Source: an optimization exercise on an open RTL-to-GDS flow (aim: small area, a short achievable clock period and few clock cycles). Production flows keep margins and buffers that such runs may drop. Only simulation tests tie the RTL to the original design; equivalence was not proved. Power is estimated from default activity; no workload was simulated.

## run B
// lc3_core
module lc3_core (
    input  wire        clk,
    input  wire        rst,
    input  wire [15:0] start_pc,
    output reg         mem_req,
    output reg         mem_we,
    output reg  [15:0] mem_addr,
    output wire [15:0] mem_wdata,
    input  wire        mem_gnt,
    input  wire [15:0] mem_rdata,
    output reg         out_vld,
    output reg  [7:0]  out_data,
    input  wire        out_rdy,
    input  wire        out_fail,
    output reg         in_rdy,
    input  wire        in_vld,
    input  wire [7:0]  in_data,
    input  wire        in_fail,
    output wire [1:0]  status,
    output wire [15:0] stop_pc,
    output wire [15:0] stop_ir,
    output wire        stop_dev
);
Size: roughly 1,900 cells after synthesis, about 130 I/O pins.
Settings: LEC_CHECK=0, CAP_MARGIN=20, CORE_MARGIN=2, CORE_UTILIZATION=40, PLACE_DENSITY=0.6, SLEW_MARGIN=20; clock period 8.0 ns.
run.sh (not shown) runs the stock make flow with config.mk's settings and CLKGATE_MAP_FILE= SYNTH_SCRIPT=/design/flow/synth_recipe.tcl, a recipe that flattens the netlist after the stock synthesis.
Testbench counts of run B, summed over its fixed seeds: cycles 38,067.
Inputs modified between run B and run A:
--- a/flow/design.v
+++ b/flow/design.v
@@ -88,35 +88,31 @@
                                   : {{11{inst[4]}}, inst[4:0]};
     wire [15:0] opb    = immsel ? imm : rs2;
     wire [15:0] sum    = rs1 + opb;
     wire [15:0] andv   = rs1 & opb;
     wire [15:0] notv   = ~rs1;
     wire        sum_z  = &(~((rs1 ^ opb) ^ {(rs1[14:0] | opb[14:0]), 1'b0}));
     wire        and_z  = ~|andv;
     wire        not_z  = &rs1;
     wire [15:0] alu    = i_and ? andv : i_not ? notv : sum;
     wire        alu_z  = i_and ? and_z : i_not ? not_z : sum_z;
     wire [15:0] pc1   = fpc + 16'd1;
-    wire [15:0] off9  = {{7{inst[8]}}, inst[8:0]};
-    wire [15:0] off11 = {{5{inst[10]}}, inst[10:0]};
-    wire [15:0] pcadd = pc1 + off9;      
-    wire [15:0] pcjsr = pc1 + off11;     
+    wire [15:0] poff  = {{5{i_jsr ? inst[10] : inst[8]}}, i_jsr ? inst[10:9] : {2{inst[8]}}, inst[8:0]};
+    wire [15:0] pcadd = pc1 + poff;
     wire        taken = |(inst[11:9] & cond);
-    wire sel_pcadd = (i_br && taken) || i_ld || i_st || i_ldi || i_sti;
-    wire sel_pcjsr = i_jsr && inst[11];
+    wire sel_pcadd = (i_br && taken) || (i_jsr && inst[11]) || i_ld || i_st || i_ldi || i_sti;
     wire sel_rs1   = i_jmp || (i_jsr && !inst[11] && ra != 3'd7);
     wire sel_r0    = t_str;
-    wire sel_pc1   = !(sel_pcadd || sel_pcjsr || sel_rs1 || sel_r0);
-    wire [15:0] daddr = ({16{sel_pcadd}} & pcadd) | ({16{sel_pcjsr}} & pcjsr) |
-                        ({16{sel_rs1}} & rs1) | ({16{sel_r0}} & r0) |
-                        ({16{sel_pc1}} & pc1);
+    wire sel_pc1   = !(sel_pcadd || sel_rs1 || sel_r0);
+    wire [15:0] daddr = ({16{sel_pcadd}} & pcadd) | ({16{sel_rs1}} & rs1) |
+                        ({16{sel_r0}} & r0) | ({16{sel_pc1}} & pc1);
     wire        s_putsp = ir[2];
     wire [7:0]  sbyte   = hi ? mem_rdata[15:8] : mem_rdata[7:0];
     wire        s_end   = s_putsp ? (sbyte == 8'h00) : (mem_rdata == 16'h0000);
     wire [15:0] ea1     = ea + 16'd1;
     wire [15:0] s_next  = (!s_putsp || hi) ? ea1 : ea;
     function [2:0] cc_of;
         input [15:0] v;
         begin
             if (v == 16'h0000)  cc_of = 3'b010;
             else if (v[15])     cc_of = 3'b100;
             else                cc_of = 3'b001;
## What came out
Run A closes out successfully: all stages finished, all timing, DRC and antenna checks passed. From run B to run A the numbers moved as follows: area of all placed cells without fillers fell by about 2.2%; per-instance average area after synthesis rose by 2.6%; final worst-path cycle share rose by 2.9 points. Area of placed instances in run A is 2.3% lower than in run B. Relative to run B, global-route usage over all layers decreased by 2.4 points in run A. Going from run B to run A, routed wire length moved down; power moved up; ratio of routed vias to standard cells moved up; critical path depth moved up. Source-to-sink clock delay at the later pin of the worst-skew pair, run A and run B: larger value in run B. Run A ended with less fraction of standard cell area in multi-input logic than run B. Taking run B as the reference, in run A met2 capacity usage during global routing -4.0 points; setup slack fell by 0.23 ns; die extent in x decreased about 1%.
Testbench counts of run A, summed over its fixed seeds: cycles 38,067.

port drivers added, routing unchanged:
Ports are ideal in the flow. The routed layouts listed here were re-timed in OpenROAD.
Step 1 assumes that a clkbuf_16 drives the clock port and a buf_2 every other input.
Step 2 times the ports against the registers' clock, not the clock port: input delays grow and output delays shrink by t, the midpoint of the rising clock arrivals with the driver on.
a / b / c = ideal / step 1 / step 2; a / b = the first two.
run	t (ns)	setup WS [ns]	worst setup path after step 2	worst register clock-pin slew, ns
run B	0.542	0.592 / 0.535 / 0.187	input to register	0.09 / 0.09
run A	0.523	0.362 / 0.331 / 0.331	input to output	0.09 / 0.09
After both steps setup and hold are still met in every run listed. The setup slack of run B, which loses most, moves by -0.057 ns with the drivers and by -0.405 ns with both steps.
